This is an optimization exercise on Yosys and OpenROAD, whose aim is small area, not a production implementation. At most, simulation tests tie the RTL to the original design; equivalence was not proved. No driver is modelled on the clock port, so clocking that relies on it looks cheaper here than on a real chip. Power and IR drop assume default switching activity.

## yarisc_core
module yarisc_core (
    input  wire        clk,
    input  wire        rst,           
    output wire        mem_req,
    output wire        mem_we,
    output wire [15:0] mem_addr,
    output wire [15:0] mem_wdata,
    input  wire        mem_ready,
    input  wire [15:0] mem_rdata,
    output wire        halted,
    output wire        panicked,
    output wire [1:0]  panic_code,
    input  wire [3:0]  dbg_sel,
    output wire [15:0] dbg_data
);
    localparam [3:0] S_LDIP   = 4'd0,
                     S_FETCH  = 4'd1,
                     S_INC    = 4'd3,
                     S_FETCH2 = 4'd2,
                     S_INC2   = 4'd6,
                     S_EX1    = 4'd7,
                     S_EX2    = 4'd5,
                     S_MEM    = 4'd4,
                     S_HALT   = 4'd12,
                     S_PAN1   = 4'd13,      
                     S_PAN2   = 4'd14,      
                     S_PAN3   = 4'd15,      
                     S_INCI   = 4'd11,      
                     S_CLR    = 4'd8;
    reg [3:0]  state;
    reg [15:0] x [0:7];               
    reg        flag_c, flag_z;
    reg [15:6] ir;                    
    reg [3:0]  op;                    
    reg [15:0] t;                     
    reg        badp;                  
    wire [5:0] wop = mem_rdata[5:0];
    wire w_legal = (wop == 6'h01) | (wop == 6'h02) | (wop == 6'h04) | (wop == 6'h10) |
                   (wop == 6'h11) | (wop == 6'h2A) | (wop == 6'h2C) | (wop == 6'h3E) |
                   (wop == 6'h3F);
    wire two_op   = !op[3] & !op[2];
    wire three_op = !op[3] &  op[2];
    wire is_mov   = two_op & op[0];
    wire is_ldr   = two_op & op[1];
    wire is_str   = two_op & !op[1] & !op[0];
    wire is_adc   = three_op & op[0];
    wire is_jmp   = op[3] & !op[2] & op[1];
    wire is_jcc   = op[3] & !op[2] & !op[1];
    wire is_hlt   = op[3] & op[2] & op[0];
    wire sel      = ir[15];
    wire loc      = ir[14];
    wire two_word = sel & (op[3] ? !op[2] : loc);
    wire short    = sel & !loc;
    wire [2:0] f_rd = ir[8:6];
    wire [2:0] f_ra = ir[11:9];
    wire [2:0] f_rb = ir[14:12];
    wire bad_bits =
        (two_op   & (sel ? (loc ? |ir[13:9] : ir[13]) : |ir[14:12])) |
        (three_op & sel & loc & ir[12]) |
        (is_jmp   & sel & |ir[14:6]) |
        (is_jcc   & (sel ? |ir[13:8] : ir[8])) |
        (op[3] & op[2] & |ir[15:6]);
  ...
Size in the first run: ~530 cells after synthesis, roughly 77 I/O pins, roughly 7300 sq um of cells after synthesis.
==> module yarisc_core, before the edit <==
module yarisc_core (
    input  wire        clk,
    input  wire        rst,           
    output wire        mem_req,
    output wire        mem_we,
    output wire [15:0] mem_addr,
    output wire [15:0] mem_wdata,
    input  wire        mem_ready,
    input  wire [15:0] mem_rdata,
    output wire        halted,
    output wire        panicked,
    output wire [1:0]  panic_code,
    input  wire [3:0]  dbg_sel,
    output wire [15:0] dbg_data
);
    localparam [3:0] S_LDIP   = 4'd0,
                     S_FETCH  = 4'd1,
                     S_INC    = 4'd3,
                     S_FETCH2 = 4'd2,
                     S_INC2   = 4'd6,
                     S_EX1    = 4'd7,
                     S_EX2    = 4'd5,
                     S_MEM    = 4'd4,
                     S_HALT   = 4'd12,
                     S_PAN1   = 4'd13,      
                     S_PAN2   = 4'd14,      
                     S_PAN3   = 4'd15,      
                     S_INCI   = 4'd11,      
                     S_CLR    = 4'd8;
    reg [3:0]  state;
    reg [15:0] x [0:7];               
    reg        flag_c, flag_z;
    reg [15:6] ir;                    
    reg [3:0]  op;                    
    reg [15:0] t;                     
    reg        badp;                  
    wire [5:0] wop = mem_rdata[5:0];
    wire w_legal = (wop == 6'h01) | (wop == 6'h02) | (wop == 6'h04) | (wop == 6'h10) |
                   (wop == 6'h11) | (wop == 6'h2A) | (wop == 6'h2C) | (wop == 6'h3E) |
                   (wop == 6'h3F);
    wire two_op   = !op[3] & !op[2];
    wire three_op = !op[3] &  op[2];
    wire is_mov   = two_op & op[0];
    wire is_ldr   = two_op & op[1];
    wire is_str   = two_op & !op[1] & !op[0];
    wire is_adc   = three_op & op[0];
    wire is_jmp   = op[3] & !op[2] & op[1];
    wire is_jcc   = op[3] & !op[2] & !op[1];
    wire is_hlt   = op[3] & op[2] & op[0];
    wire sel      = ir[15];
    wire loc      = ir[14];
    wire two_word = sel & (op[3] ? !op[2] : loc);
    wire short    = sel & !loc;
    wire [2:0] f_rd = ir[8:6];
    wire [2:0] f_ra = ir[11:9];
    wire [2:0] f_rb = ir[14:12];
    wire bad_bits =
        (two_op   & (sel ? (loc ? |ir[13:9] : ir[13]) : |ir[14:12])) |
        (three_op & sel & loc & ir[12]) |
        (is_jmp   & sel & |ir[14:6]) |
        (is_jcc   & (sel ? |ir[13:8] : ir[8])) |
        (op[3] & op[2] & |ir[15:6]);
    wire [1:0] jm    = {flag_z, flag_c} & ir[7:6];
    wire jcc_taken   = ir[14] ? (jm == 2'b00) : (jm != 2'b00);
        wire st_ldip  = (state == S_LDIP);
    wire st_fetch = (state == S_FETCH);
    wire st_inc   = (state == S_INC) | (state == S_INCI);
    wire st_fetch2= (state == S_FETCH2);
    wire st_inc2  = (state == S_INC2);
    wire st_ex1   = (state == S_EX1);
    wire st_ex2   = (state == S_EX2);
    wire st_mem   = (state == S_MEM);
    wire stopped  = (state == S_HALT) | panicked;
    wire st_clr   = (state == S_CLR);
    reg [2:0] rsel;
    always @(*) begin
        if (st_ldip | st_inc | st_inc2)  rsel = 3'd7;
        else if (st_ex1)                      rsel = three_op ? f_rb : f_ra;
        else if (st_ex2)                      rsel = (three_op & short) ? f_rd : f_ra;
        else                                  rsel = f_rd;
    end
    wire a_en = st_ldip | (st_mem & is_str) | st_inc | st_inc2 | (st_ex1 & !sel & !op[3]) | (st_ex2 & three_op);
    wire [7:0] rhot = stopped ? ({8{!dbg_sel[3]}} & (8'd1 << dbg_sel[2:0])) : ({8{a_en}} & (8'd1 << rsel));
    wire       fhot = stopped & dbg_sel[3];
    wire [15:0] r;
    yarisc_rport u_rport (
        .x0(x[0]), .x1(x[1]), .x2(x[2]), .x3(x[3]),
        .x4(x[4]), .x5(x[5]), .x6(x[6]), .x7(x[7]),
        .hot(rhot), .fl({flag_z, flag_c}), .fhot(fhot), .r(r));
    reg [15:0] kon;
    always @(*) begin
        kon = 16'h0000;
        if (st_inc | st_inc2)
            kon = 16'h0002;
        else if (st_ex1 & op[3])
            kon = is_jmp ? {{6{ir[14]}}, ir[14:6], 1'b0} : {{10{ir[13]}}, ir[13:9], 1'b0};
        else if (st_ex1 & sel)
            kon = {{12{ir[12]}}, ir[12:9]};
    end
    wire [15:0] opa = r;
    wire ld_data = st_fetch2 | st_mem;
    wire [15:0] opb = (t & {16{st_ex2}}) | (mem_rdata & {16{ld_data}}) | kon;
    wire [16:0] sum;
    yarisc_add u_add (.a(opa), .b(opb), .ci(st_ex2 & is_adc & flag_c), .s(sum));
    wire [15:0] wbus = sum[15:0];
    wire ip_wr = st_inc | st_inc2 | (st_ex2 & (is_jmp | (is_jcc & jcc_taken)));
    wire rd_wr = (st_ex2 & (is_mov | three_op)) | (st_mem & mem_ready & is_ldr);
    wire [2:0] waddr = ip_wr ? 3'd7 : f_rd;
    wire t_wr = st_ldip | st_inc | (st_fetch2 & mem_ready) | (st_ex1 & !two_word);
    assign mem_req   = st_fetch | st_fetch2 | st_mem;
    assign mem_we    = st_mem & is_str;
    assign mem_addr  = t;
    assign mem_wdata = r;
    assign halted     = (state == S_HALT);
    assign panicked   = (state == S_PAN1) | (state == S_PAN2) | (state == S_PAN3);
    assign panic_code = {(state == S_PAN2) | (state == S_PAN3), (state == S_PAN1) | (state == S_PAN3)};
    assign dbg_data   = r;
    wire [3:0] s_end = badp ? S_PAN3 : is_hlt ? S_HALT : S_LDIP;
    wire [15:0] wdat = wbus;
    wire [7:0]  wen  = ({8{ip_wr | rd_wr}} & (8'd1 << waddr)) | {8{st_clr}};
    integer i;
    always @(posedge clk)
        for (i = 0; i < 8; i = i + 1)
            if (wen[i]) x[i] <= wdat;
    always @(posedge clk) begin
        if (state == S_INC) badp <= bad_bits;
        if (t_wr) t <= wbus;
        if (st_fetch & mem_ready) begin
            ir <= mem_rdata[15:6];
            op <= {mem_rdata[5], mem_rdata[4], mem_rdata[1], mem_rdata[0]};
        end
    end
    always @(posedge clk) begin
        if (rst) begin
            state  <= S_CLR;
        end else begin
            if ((st_ex2 & (is_mov | three_op)) | st_clr)
                flag_z <= !st_clr & (sum[15:0] == 16'h0000);
            if ((st_ex2 & three_op) | st_clr)
                flag_c <= sum[16];
            case (state)
                S_LDIP: begin
                    if (r[0])
                        state <= S_PAN2;
                    else
                        state <= S_FETCH;
                end
                S_FETCH: begin
                    if (mem_ready)
                        state <= w_legal ? S_INC : S_INCI;
                end
                S_INCI: state <= S_PAN1;
                S_INC: begin
                    if (two_word) state <= S_FETCH2;
                    else          state <= S_EX1;
                end
                S_FETCH2: if (mem_ready) state <= S_INC2;
                S_INC2:   state <= S_EX1;
                S_EX1:    state <= S_EX2;
                S_EX2: begin
                    if (two_op & !is_mov) begin
                        if (t[0])
                            state <= S_PAN2;
                        else
                            state <= S_MEM;
                    end else
                        state <= s_end;
                end
                S_MEM: if (mem_ready) state <= s_end;
                S_CLR: state <= S_LDIP;
                default: ;
            endcase
        end
    end
endmodule
==> flow/config.mk <==
export PLATFORM = sky130hd
export DESIGN_NAME = yarisc_core
export DESIGN_NICKNAME = yarisc_core
export VERILOG_FILES = /design/flow/design.v
export SDC_FILE = /design/flow/constraint.sdc
export NUM_CORES = 4
export LEC_CHECK = 0
export CAP_MARGIN = 20
export CORE_MARGIN = 2
export CORE_UTILIZATION = 65
export PLACE_DENSITY = 0.85
export SLEW_MARGIN = 20
export SYNTH_HIERARCHICAL = 1
export SYNTH_MINIMUM_KEEP_SIZE = 0
==> flow/constraint.sdc <==
create_clock -name core_clock -period 8.0 [get_ports {clk}]
set_input_delay 1.6000 -clock core_clock [delete_from_list [all_inputs] [get_ports {clk}]]
set_output_delay 1.6000 -clock core_clock [all_outputs]
set_load 0.01 [all_outputs]
standard.sh (not shown) runs the stock make flow with config.mk's settings and CLKGATE_MAP_FILE= SYNTH_SCRIPT=/design/flow/synth_recipe.tcl, a recipe that flattens the netlist after the stock synthesis.
==> flow/flow/run.sh <==
#!/bin/bash
# The standard layout (standard.sh) with these changes:
#  - synthesis maps the logic with an area-oriented ABC script (flow/area.abc);
#    flip-flops, their names and cell types are those of the standard synthesis;
#  - port buffers use the smallest buffer (buf_1) instead of the resizer's default pick;
#  - clock tree synthesis without dummy loads, with clkbuf_4 buffers; after it,
#    flow/post_cts.tcl gives clkbuf_16 to the root and clkbuf_8 to buffers whose
#    flip-flops would see a slow clock edge.
set -euo pipefail
here=$(pwd)
export FLOW_ABC_SCRIPT="$here/flow/area.abc"
export BUFFER_PORTS_ARGS="-buffer_cell sky130_fd_sc_hd__buf_1"
export CTS_ARGS="-sink_clustering_enable -repair_clock_nets -dont_use_dummy_load -buf_list sky130_fd_sc_hd__clkbuf_4"
export POST_CTS_TCL="$here/flow/post_cts.tcl"
sed "s#$here/synth_recipe.tcl#$here/flow/synth.tcl#" standard.sh > flow_standard.sh
grep -q "flow/synth.tcl" flow_standard.sh
bash flow_standard.sh > run_standard.log 2>&1
Other scripts of this flow, unchanged in this note and not shown: flow/flow/area.abc, flow/flow/post_cts.tcl, flow/flow/synth.tcl
Then changed:
--- a/flow/design.v
+++ b/flow/design.v
@@ -20,22 +20,19 @@
                      S_INC2   = 4'd6,
                      S_EX1    = 4'd7,
                      S_EX2    = 4'd5,
                      S_MEM    = 4'd4,
                      S_HALT   = 4'd12,
-                     S_PAN1   = 4'd13,      
-                     S_PAN2   = 4'd14,      
-                     S_PAN3   = 4'd15,      
-                     S_INCI   = 4'd11,      
+                     S_PANIC  = 4'd13,
                      S_CLR    = 4'd8;
     reg [3:0]  state;
     reg [15:0] x [0:7];               
     reg        flag_c, flag_z;
     reg [15:6] ir;                    
     reg [3:0]  op;                    
     reg [15:0] t;                     
-    reg        badp;                  
+    reg [1:0]  pcode;                 
     wire [5:0] wop = mem_rdata[5:0];
     wire w_legal = (wop == 6'h01) | (wop == 6'h02) | (wop == 6'h04) | (wop == 6'h10) |
                    (wop == 6'h11) | (wop == 6'h2A) | (wop == 6'h2C) | (wop == 6'h3E) |
                    (wop == 6'h3F);
     wire two_op   = !op[3] & !op[2];
@@ -62,17 +59,17 @@
         (op[3] & op[2] & |ir[15:6]);
     wire [1:0] jm    = {flag_z, flag_c} & ir[7:6];
     wire jcc_taken   = ir[14] ? (jm == 2'b00) : (jm != 2'b00);
         wire st_ldip  = (state == S_LDIP);
     wire st_fetch = (state == S_FETCH);
-    wire st_inc   = (state == S_INC) | (state == S_INCI);
+    wire st_inc   = (state == S_INC);
     wire st_fetch2= (state == S_FETCH2);
     wire st_inc2  = (state == S_INC2);
     wire st_ex1   = (state == S_EX1);
     wire st_ex2   = (state == S_EX2);
     wire st_mem   = (state == S_MEM);
-    wire stopped  = (state == S_HALT) | panicked;
+    wire stopped  = (state == S_HALT) | (state == S_PANIC);
     wire st_clr   = (state == S_CLR);
     reg [2:0] rsel;
     always @(*) begin
         if (st_ldip | st_inc | st_inc2)  rsel = 3'd7;
         else if (st_ex1)                      rsel = three_op ? f_rb : f_ra;
@@ -110,60 +107,67 @@
     assign mem_req   = st_fetch | st_fetch2 | st_mem;
     assign mem_we    = st_mem & is_str;
     assign mem_addr  = t;
     assign mem_wdata = r;
     assign halted     = (state == S_HALT);
-    assign panicked   = (state == S_PAN1) | (state == S_PAN2) | (state == S_PAN3);
-    assign panic_code = {(state == S_PAN2) | (state == S_PAN3), (state == S_PAN1) | (state == S_PAN3)};
+    assign panicked   = (state == S_PANIC);
+    assign panic_code = pcode & {2{panicked}};
     assign dbg_data   = r;
-    wire [3:0] s_end = badp ? S_PAN3 : is_hlt ? S_HALT : S_LDIP;
+    wire [3:0] s_end = (pcode == 2'd3) ? S_PANIC : is_hlt ? S_HALT : S_LDIP;
     wire [15:0] wdat = wbus;
     wire [7:0]  wen  = ({8{ip_wr | rd_wr}} & (8'd1 << waddr)) | {8{st_clr}};
     integer i;
     always @(posedge clk)
         for (i = 0; i < 8; i = i + 1)
             if (wen[i]) x[i] <= wdat;
     always @(posedge clk) begin
-        if (state == S_INC) badp <= bad_bits;
         if (t_wr) t <= wbus;
         if (st_fetch & mem_ready) begin
             ir <= mem_rdata[15:6];
             op <= {mem_rdata[5], mem_rdata[4], mem_rdata[1], mem_rdata[0]};
         end
     end
     always @(posedge clk) begin
         if (rst) begin
             state  <= S_CLR;
+            flag_c <= 1'b0;
+            flag_z <= 1'b0;
+            pcode  <= 2'd0;
         end else begin
-            if ((st_ex2 & (is_mov | three_op)) | st_clr)
-                flag_z <= !st_clr & (sum[15:0] == 16'h0000);
-            if ((st_ex2 & three_op) | st_clr)
+            if (st_ex2 & (is_mov | three_op))
+                flag_z <= (sum[15:0] == 16'h0000);
+            if (st_ex2 & three_op)
                 flag_c <= sum[16];
             case (state)
                 S_LDIP: begin
-                    if (r[0])
-                        state <= S_PAN2;
-                    else
+                    if (r[0]) begin
+                        pcode <= 2'd2;
+                        state <= S_PANIC;
+                    end else
                         state <= S_FETCH;
                 end
                 S_FETCH: begin
-                    if (mem_ready)
-                        state <= w_legal ? S_INC : S_INCI;
-                end
-                S_INCI: state <= S_PAN1;
+                    if (mem_ready) begin
+                        pcode <= {1'b0, !w_legal};
+                        state <= S_INC;
+                    end
+                end
                 S_INC: begin
-                    if (two_word) state <= S_FETCH2;
-                    else          state <= S_EX1;
+                    if (!pcode[0]) pcode <= {2{bad_bits}};
+                    if (pcode == 2'd1)  state <= S_PANIC;
+                    else if (two_word)  state <= S_FETCH2;
+                    else                state <= S_EX1;
                 end
                 S_FETCH2: if (mem_ready) state <= S_INC2;
                 S_INC2:   state <= S_EX1;
                 S_EX1:    state <= S_EX2;
                 S_EX2: begin
                     if (two_op & !is_mov) begin
-                        if (t[0])
-                            state <= S_PAN2;
-                        else
+                        if (t[0]) begin
+                            pcode <= 2'd2;
+                            state <= S_PANIC;
+                        end else
                             state <= S_MEM;
                     end else
                         state <= s_end;
                 end
                 S_MEM: if (mem_ready) state <= s_end;
Result: Synthesized area goes up slightly. Power goes up by about a fifth. Clock-buffer cell count does not change. Flip-flop and latch count goes up by 1. Hold slack loses 0.090 ns. Setup slack gains 0.15 ns.
The RTL of the first run of this note was laid out without a check of its function.

## re-timing with driven ports
In the flow no input, the clock included, has a driving cell. The finished layouts below were timed again as built, in two steps.
Step 1, drivers: a clkbuf_16 drives clk and a buf_2 each remaining input, both assumed.
Step 2 adds t to the input delays and takes it off the output delays; t is the mean of the earliest and latest rising clock arrival at the registers after step 1. Input paths then give back, and output paths get back, about the clock's delay inside the block.
Slacks: ideal / step 1 / step 2; pairs: ideal / step 1.
run	t (ns)	setup slack, ns	slew at the worst register clock pin (ns)
the first run	0.390	0.427 / 0.428 / 0.428	0.11 / 0.11
the second run	0.391	0.578 / 0.578 / 0.578	0.11 / 0.11
After both steps every run listed still meets setup and hold.
